What follows belongs to an exercise in optimizing a design on an open flow for small area; a production flow would make more cautious choices. RTL that was checked went through simulation tests only; none was proved equivalent to the original. Power and IR drop assume default switching activity.

==> module sdx_core, before the edit <==
module sdx_core (
    input  wire       CLK,
    input  wire       RST,
    input  wire       RX_VALID,
    input  wire [7:0] RX_BYTE,
    input  wire [4:0] ECHO,
    output reg  [4:0] TRIG,
    output wire [1:0] M_EN,
    output wire [1:0] M_DIR,
    output wire [1:0] M_STEP,
    output reg        GUN
);
    localparam [2:0] C_OTH = 3'b000, C_F = 3'b001, C_R = 3'b010, C_NONE = 3'b011;
    reg [3:0] lo;
    reg [4:0] hi;
    wire lo_wrap = (lo == 4'd9);
    wire grid    = lo_wrap & hi[0];
    always @(posedge CLK) begin
        if (RST) begin
            lo   <= 4'd9;
            hi   <= 5'd29;
            TRIG <= 5'b00000;
        end else begin
            lo <= lo_wrap ? 4'd0 : lo + 4'd1;
            if (lo_wrap) begin
                hi   <= (hi == 5'd29) ? 5'd0 : hi + 5'd1;
                TRIG <= {TRIG[3:0], (hi == 5'd29)};
            end
        end
    end
    reg        s1, s2, eq;
    reg [15:0] ecnt;
    reg        near;             
    always @(posedge CLK) begin
        if (RST) begin
            s1   <= ECHO[2];
            s2   <= ECHO[2];
            eq   <= ECHO[2];
            ecnt <= 16'd0;
            near <= 1'b1;
        end else begin
            s1 <= ECHO[2];
            s2 <= s1;
            eq <= s2;
            if (s2 & ~eq) ecnt <= 16'd1;
            else          ecnt <= ecnt + 16'd1;
            if (~s2 & eq) near <= (ecnt < 16'd600);
        end
    end
    reg [2:0] mem [0:63];
    reg [6:0] cnt;
    wire push = RX_VALID & ~cnt[6];
    reg [2:0] cls;
    always @* begin
        case (RX_BYTE)
            8'h77:   cls = 3'b100;   
            8'h73:   cls = 3'b111;   
            8'h61:   cls = 3'b110;   
            8'h64:   cls = 3'b101;   
            8'h66:   cls = C_F;
            8'h72:   cls = C_R;
            default: cls = C_OTH;
        endcase
    end
    integer i;
    always @(posedge CLK) begin
        if (push) begin
            mem[1] <= cls;
            for (i = 2; i <= 63; i = i + 1) mem[i] <= mem[i-1];
            mem[0] <= mem[63];
        end
    end
    wire [2:0] head;
    genvar b, k;
    generate
        for (b = 0; b < 3; b = b + 1) begin : g_rd
            wire [63:0] l0;
            wire [31:0] l1;
            wire [15:0] l2;
            wire [7:0]  l3;
            wire [3:0]  l4;
            wire [1:0]  l5;
            for (k = 0; k < 64; k = k + 1) begin : g0
                assign l0[k] = mem[k][b];
            end
            for (k = 0; k < 32; k = k + 1) begin : g1
                assign l1[k] = cnt[0] ? l0[2*k+1] : l0[2*k];
            end
            for (k = 0; k < 16; k = k + 1) begin : g2
                assign l2[k] = cnt[1] ? l1[2*k+1] : l1[2*k];
            end
            for (k = 0; k < 8; k = k + 1) begin : g3
                assign l3[k] = cnt[2] ? l2[2*k+1] : l2[2*k];
            end
            for (k = 0; k < 4; k = k + 1) begin : g4
                assign l4[k] = cnt[3] ? l3[2*k+1] : l3[2*k];
            end
            for (k = 0; k < 2; k = k + 1) begin : g5
                assign l5[k] = cnt[4] ? l4[2*k+1] : l4[2*k];
            end
            assign head[b] = cnt[5] ? l5[1] : l5[0];
        end
    endgenerate
    reg [2:0] last;
    reg [2:0] u;
    reg       en;
    reg [1:0] dir;
    reg       rf;                
    wire tick    = grid & ~GUN & u[0];
    wire have    = cnt != 7'd0;
    wire pop     = tick & have;
    wire accept  = pop & (head != last);
    wire [2:0] last_n = pop ? head : last;
    wire acc_r   = accept & (head == C_R);
    wire acc_run = accept & head[2];
    wire acc_hld = accept & ~head[2] & ~head[1];     
    wire fire    = accept & (head == C_F);
    wire roam    = tick & (last_n == C_R) & (acc_r | (near == dir[1]));
    wire run_op  = acc_run | roam;
    always @(posedge CLK) begin
        if (RST) begin
            cnt <= 7'd0;
        end else begin
            cnt <= cnt + {{6{pop & ~push}}, push ^ pop};
        end
    end
    always @(posedge CLK) begin
        if (RST) begin
            last <= C_NONE;
            GUN  <= 1'b0;
            u    <= 3'd1;
            en   <= 1'b0;
            dir  <= 2'b00;
            rf   <= 1'b0;
        end else begin
            if (pop) last <= head;
            if (grid) begin
                if (GUN) begin
                    if (u[2]) begin
                        GUN <= 1'b0;
                        u   <= 3'd0;
                    end else begin
                        u <= u + 3'd1;
                    end
                end else if (u[0]) begin
                    u <= 3'd0;
                    if (fire) GUN <= 1'b1;
                end else begin
                    u <= 3'd1;
                end
            end
            if (run_op) begin
                en  <= 1'b1;
                dir <= roam ? {~near, 1'b1} : head[1:0];
                rf  <= 1'b1;
            end else begin
                if (acc_hld) en <= 1'b0;
                if (lo == 4'd3) rf <= 1'b0;
            end
        end
    end
    reg       step, low;
    reg [5:0] pc;
    wire pivot   = dir[0] ^ dir[1];
    wire ge60    = &pc[5:2];
    wire ge20    = pc[5] | (pc[4] & (pc[3] | pc[2]));
    wire per_ok  = pivot ? ge60 : ge20;
    wire pg_fall = en & ~low & ~rf & per_ok;
    wire pg_rise = low & ~rf & (pc >= 6'd3);
    always @(posedge CLK) begin
        if (RST) begin
            step <= 1'b0;
            low  <= 1'b0;
            pc   <= 6'd1;
        end else begin
            if (pg_fall) begin
                step <= 1'b0;
                low  <= 1'b1;
            end else if (pg_rise) begin
                step <= 1'b1;
                low  <= 1'b0;
            end
            if (pg_fall | pg_rise) pc <= 6'd1;
            else if (!ge60)        pc <= pc + 6'd1;
        end
    end
    assign M_EN   = {en, en};
    assign M_DIR  = dir;
    assign M_STEP = {step, step};
endmodule
Settings: LEC_CHECK=0, CAP_MARGIN=20, CORE_MARGIN=2, CORE_UTILIZATION=65, CTS_BUF_LIST=sky130_fd_sc_hd__clkbuf_8, CTS_CLUSTER_DIAMETER=50, CTS_CLUSTER_SIZE=20, PLACE_DENSITY=0.75, SLEW_MARGIN=20; clock period 10.0 ns.
run.sh (not shown) runs the stock make flow with config.mk's settings and CLKGATE_MAP_FILE= SYNTH_SCRIPT=/design/flow/synth_recipe.tcl, a recipe that flattens the netlist after the stock synthesis.
Edit:
--- a/flow/design.v
+++ b/flow/design.v
@@ -30,20 +30,27 @@
     end
     reg        s1, s2, eq;
-    reg [15:0] ecnt;
+    reg [15:0] ecnt;             
+    reg        lt;               
     reg        near;             
-    always @(posedge CLK) begin
-        if (RST) begin
-            s1   <= ECHO[2];
+    wire rise = s2 & ~eq;
+    wire fall = ~s2 & eq;
+    wire ez   = ~|ecnt[14:0];
+    wire efb  = ecnt[15] ^ ecnt[14] ^ ecnt[12] ^ ecnt[3] ^ ez;
+    wire e599 = (ecnt == 16'h8161);                  
+    wire emax = ecnt[15] & ez;                       
+    always @(posedge CLK) begin
+        s1 <= ECHO[2];
+        if (RST) begin
             s2   <= ECHO[2];
             eq   <= ECHO[2];
             ecnt <= 16'd0;
+            lt   <= 1'b1;
             near <= 1'b1;
         end else begin
-            s1 <= ECHO[2];
             s2 <= s1;
             eq <= s2;
-            if (s2 & ~eq) ecnt <= 16'd1;
-            else          ecnt <= ecnt + 16'd1;
-            if (~s2 & eq) near <= (ecnt < 16'd600);
+            ecnt <= rise ? 16'd1 : {ecnt[14:0], efb};
+            lt   <= rise | emax | (lt & ~e599);
+            if (fall) near <= lt;
         end
     end
@@ -118,9 +125,21 @@
     wire roam    = tick & (last_n == C_R) & (acc_r | (near == dir[1]));
     wire run_op  = acc_run | roam;
+    reg [6:0] cnt_t;
+    reg       cu, cd;
+    integer   j;
+    always @* begin
+        cu = push & ~pop;
+        cd = pop & ~push;
+        for (j = 0; j < 7; j = j + 1) begin
+            cnt_t[j] = cu | cd;
+            cu = cu & cnt[j];
+            cd = cd & ~cnt[j];
+        end
+    end
     always @(posedge CLK) begin
         if (RST) begin
             cnt <= 7'd0;
         end else begin
-            cnt <= cnt + {{6{pop & ~push}}, push ^ pop};
+            cnt <= cnt ^ cnt_t;
         end
     end
@@ -168,4 +187,14 @@
     wire pg_fall = en & ~low & ~rf & per_ok;
     wire pg_rise = low & ~rf & (pc >= 6'd3);
+    reg [5:0] pc_t;
+    reg       pcc;
+    integer   m;
+    always @* begin
+        pcc = ~ge60;
+        for (m = 0; m < 6; m = m + 1) begin
+            pc_t[m] = pcc;
+            pcc = pcc & pc[m];
+        end
+    end
     always @(posedge CLK) begin
         if (RST) begin
@@ -182,5 +211,5 @@
             end
             if (pg_fall | pg_rise) pc <= 6'd1;
-            else if (!ge60)        pc <= pc + 6'd1;
+            else                   pc <= pc ^ pc_t;
         end
     end
Effect: The new run produced a clean layout. Cell count goes down by 7.3%. Sequential cell count goes up by 1. Via count goes down by 6.9%. Critical path depth goes down by 11. Setup slack gains 0.17 ns. Total power goes down by 11%. Wire length goes down by 3.2%. Utilization goes up by 0.67 points. Sequential share of layout area goes up by 1.9 points.
The RTL of the first run of this note was laid out without a check of its function.

========
Setup of job 8144:
Another version of the RTL of sdx_core (not shown whole).
Size in the first run: ~960 cells after synthesis, ~250 flip-flops, about 28 I/O pins, roughly 11000 µm² of cells after synthesis.
==> module sdx_core, before the edit <==
module sdx_core (
    input  wire       CLK,
    input  wire       RST,
    input  wire       RX_VALID,
    input  wire [7:0] RX_BYTE,
    input  wire [4:0] ECHO,
    output reg  [4:0] TRIG,
    output wire [1:0] M_EN,
    output wire [1:0] M_DIR,
    output wire [1:0] M_STEP,
    output reg        GUN
);
    localparam [2:0] C_OTH = 3'b000, C_F = 3'b001, C_R = 3'b010, C_NONE = 3'b011;
    reg [3:0] lo;
    reg [4:0] hi;
    wire lo_wrap = (lo == 4'd9);
    wire grid    = lo_wrap & hi[0];
    always @(posedge CLK) begin
        if (RST) begin
            lo   <= 4'd9;
            hi   <= 5'd29;
            TRIG <= 5'b00000;
        end else begin
            lo <= lo_wrap ? 4'd0 : lo + 4'd1;
            if (lo_wrap) begin
                hi   <= (hi == 5'd29) ? 5'd0 : hi + 5'd1;
                TRIG <= {TRIG[3:0], (hi == 5'd29)};
            end
        end
    end
    reg        s1, s2, eq;
    reg [15:0] ecnt;
    reg        near;             
    always @(posedge CLK) begin
        if (RST) begin
            s1   <= ECHO[2];
            s2   <= ECHO[2];
            eq   <= ECHO[2];
            ecnt <= 16'd0;
            near <= 1'b1;
        end else begin
            s1 <= ECHO[2];
            s2 <= s1;
            eq <= s2;
            if (s2 & ~eq) ecnt <= 16'd1;
            else          ecnt <= ecnt + 16'd1;
            if (~s2 & eq) near <= (ecnt < 16'd600);
        end
    end
    reg [2:0] mem [1:64];
    reg [6:0] cnt;
    wire push = RX_VALID & ~cnt[6];
    reg [2:0] cls;
    always @* begin
        case (RX_BYTE)
            8'h77:   cls = 3'b100;   
            8'h73:   cls = 3'b111;   
            8'h61:   cls = 3'b110;   
            8'h64:   cls = 3'b101;   
            8'h66:   cls = C_F;
            8'h72:   cls = C_R;
            default: cls = C_OTH;
        endcase
    end
    integer i;
    always @(posedge CLK) begin
        if (push) begin
            mem[1] <= cls;
            for (i = 2; i <= 64; i = i + 1) mem[i] <= mem[i-1];
        end
    end
    reg [2:0] head;
    always @* begin
        head = mem[64];
        for (i = 1; i <= 63; i = i + 1)
            if (cnt[5:0] == i) head = mem[i];
    end
    reg [2:0] last;
    reg [2:0] u;
    reg       en;
    reg [1:0] dir;
    reg       rf;                
    wire tick    = grid & ~GUN & u[0];
    wire have    = cnt != 7'd0;
    wire pop     = tick & have;
    wire accept  = pop & (head != last);
    wire [2:0] last_n = pop ? head : last;
    wire acc_r   = accept & (head == C_R);
    wire acc_run = accept & head[2];
    wire acc_hld = accept & ~head[2] & ~head[1];     
    wire fire    = accept & (head == C_F);
    wire roam    = tick & (last_n == C_R) & (acc_r | (near == dir[1]));
    wire run_op  = acc_run | roam;
    always @(posedge CLK) begin
        if (RST) begin
            cnt <= 7'd0;
        end else begin
            case ({push, pop})
                2'b10:   cnt <= cnt + 7'd1;
                2'b01:   cnt <= cnt - 7'd1;
                default: cnt <= cnt;
            endcase
        end
    end
    always @(posedge CLK) begin
        if (RST) begin
            last <= C_NONE;
            GUN  <= 1'b0;
            u    <= 3'd1;
            en   <= 1'b0;
            dir  <= 2'b00;
            rf   <= 1'b0;
        end else begin
            if (pop) last <= head;
            if (grid) begin
                if (GUN) begin
                    if (u[2]) begin
                        GUN <= 1'b0;
                        u   <= 3'd0;
                    end else begin
                        u <= u + 3'd1;
                    end
                end else if (u[0]) begin
                    u <= 3'd0;
                    if (fire) GUN <= 1'b1;
                end else begin
                    u <= 3'd1;
                end
            end
            if (run_op) begin
                en  <= 1'b1;
                dir <= roam ? {~near, 1'b1} : head[1:0];
                rf  <= 1'b1;
            end else begin
                if (acc_hld) en <= 1'b0;
                if (lo == 4'd3) rf <= 1'b0;
            end
        end
    end
    reg       step, low;
    reg [5:0] pc;
    wire pivot   = dir[0] ^ dir[1];
    wire per_ok  = pivot ? (pc >= 6'd60) : (pc >= 6'd20);
    wire pg_fall = en & ~low & ~rf & per_ok;
    wire pg_rise = low & ~rf & (pc >= 6'd3);
    always @(posedge CLK) begin
        if (RST) begin
            step <= 1'b0;
            low  <= 1'b0;
            pc   <= 6'd1;
        end else begin
            if (pg_fall) begin
                step <= 1'b0;
                low  <= 1'b1;
            end else if (pg_rise) begin
                step <= 1'b1;
                low  <= 1'b0;
            end
            if (pg_fall | pg_rise) pc <= 6'd1;
            else if (pc != 6'd63)  pc <= pc + 6'd1;
        end
    end
    assign M_EN   = {en, en};
    assign M_DIR  = dir;
    assign M_STEP = {step, step};
endmodule
clock: 10.0 ns
lec_check: 0
cap_margin: 20
core_margin: 2
core_utilization: 40
place_density: 0.6
slew_margin: 20
The following lists how job 6478 was set up differently from job 8144:
-- flow/design.v --
<<< job 8144, line 48
        end
    end
    reg [2:0] mem [1:64];
    reg [6:0] cnt;
    wire push = RX_VALID & ~cnt[6];
>>> job 6478, line 48
        end
    end
    reg [2:0] mem [0:63];
    reg [6:0] cnt;
    wire push = RX_VALID & ~cnt[6];
<<< job 8144, line 67
        if (push) begin
            mem[1] <= cls;
            for (i = 2; i <= 64; i = i + 1) mem[i] <= mem[i-1];
        end
    end
    reg [2:0] head;
    always @* begin
        head = mem[64];
        for (i = 1; i <= 63; i = i + 1)
            if (cnt[5:0] == i) head = mem[i];
    end
    reg [2:0] last;
    reg [2:0] u;
>>> job 6478, line 67
        if (push) begin
            mem[1] <= cls;
            for (i = 2; i <= 63; i = i + 1) mem[i] <= mem[i-1];
            mem[0] <= mem[63];
        end
    end
    wire [2:0] head;
    genvar b, k;
    generate
        for (b = 0; b < 3; b = b + 1) begin : g_rd
            wire [63:0] l0;
            wire [31:0] l1;
            wire [15:0] l2;
            wire [7:0]  l3;
            wire [3:0]  l4;
            wire [1:0]  l5;
            for (k = 0; k < 64; k = k + 1) begin : g0
                assign l0[k] = mem[k][b];
            end
            for (k = 0; k < 32; k = k + 1) begin : g1
                assign l1[k] = cnt[0] ? l0[2*k+1] : l0[2*k];
            end
            for (k = 0; k < 16; k = k + 1) begin : g2
                assign l2[k] = cnt[1] ? l1[2*k+1] : l1[2*k];
            end
            for (k = 0; k < 8; k = k + 1) begin : g3
                assign l3[k] = cnt[2] ? l2[2*k+1] : l2[2*k];
            end
            for (k = 0; k < 4; k = k + 1) begin : g4
                assign l4[k] = cnt[3] ? l3[2*k+1] : l3[2*k];
            end
            for (k = 0; k < 2; k = k + 1) begin : g5
                assign l5[k] = cnt[4] ? l4[2*k+1] : l4[2*k];
            end
            assign head[b] = cnt[5] ? l5[1] : l5[0];
        end
    endgenerate
    reg [2:0] last;
    reg [2:0] u;
Findings:
Job 6478 completed every stage of the flow, and the final layout passed the timing, DRC and antenna checks. Critical path depth is higher on job 8144. From job 8144 to job 6478 the numbers moved as follows: number of buffers inserted to repair setup after CTS shows no meaningful change; total wirelength of the detailed-routed design shrank by 8700 µm; power density over the cells went down; clock power moved down. Taking job 8144 over job 6478, the cell area after layout ratio works out to 1.07. NOTE number of cell rows job 8144->job 6478 decreased by a few percent. Summary of job 6478 over job 8144: post-route worst hold slack roughly the same, power lower. Part of the power in combinational logic on job 6478 is down relative to job 8144. A source of the critical timing path of RX_VALID is what job 6478 shows, while lo[0] belongs to job 8144. [compare] base=job 8144 new=job 6478: period utilization rose by 0.77 points; setup slack fell by 0.077 ns; cell depth of the worst hold path fell by 2.

[what the ideal ports hide]
In the flow no input, the clock included, has a driving cell. The finished layouts below were timed again as built, in two steps.
Step 1 sets driving cells, clkbuf_16 on the clock port and buf_2 on the other inputs (assumed; they add their load-dependent delay and slew).
Step 2 moves the port delays by t, midway between the first and last clock arrival at a register: inputs arrive t later, outputs are due t later. That takes back most of the time a late clock gives input paths.
a / b / c = ideal / step 1 / step 2; a / b = the first two.
run	shift t [ns]	setup slack, ns	worst register clock-pin slew, ns
the first run of note 1	0.562	5.668 / 5.668 / 5.131	0.12 / 0.12
the second run of note 1	0.564	5.842 / 5.853 / 5.290	0.11 / 0.11
job 8144	0.571	5.407 / 5.407 / 5.171	0.06 / 0.06
job 6478	0.561	5.330 / 5.351 / 4.789	0.06 / 0.06
After both steps setup and hold are still met in every run listed. The setup slack of the second run of note 1, which loses most, moves by +0.011 ns with the drivers and by -0.552 ns with both steps.
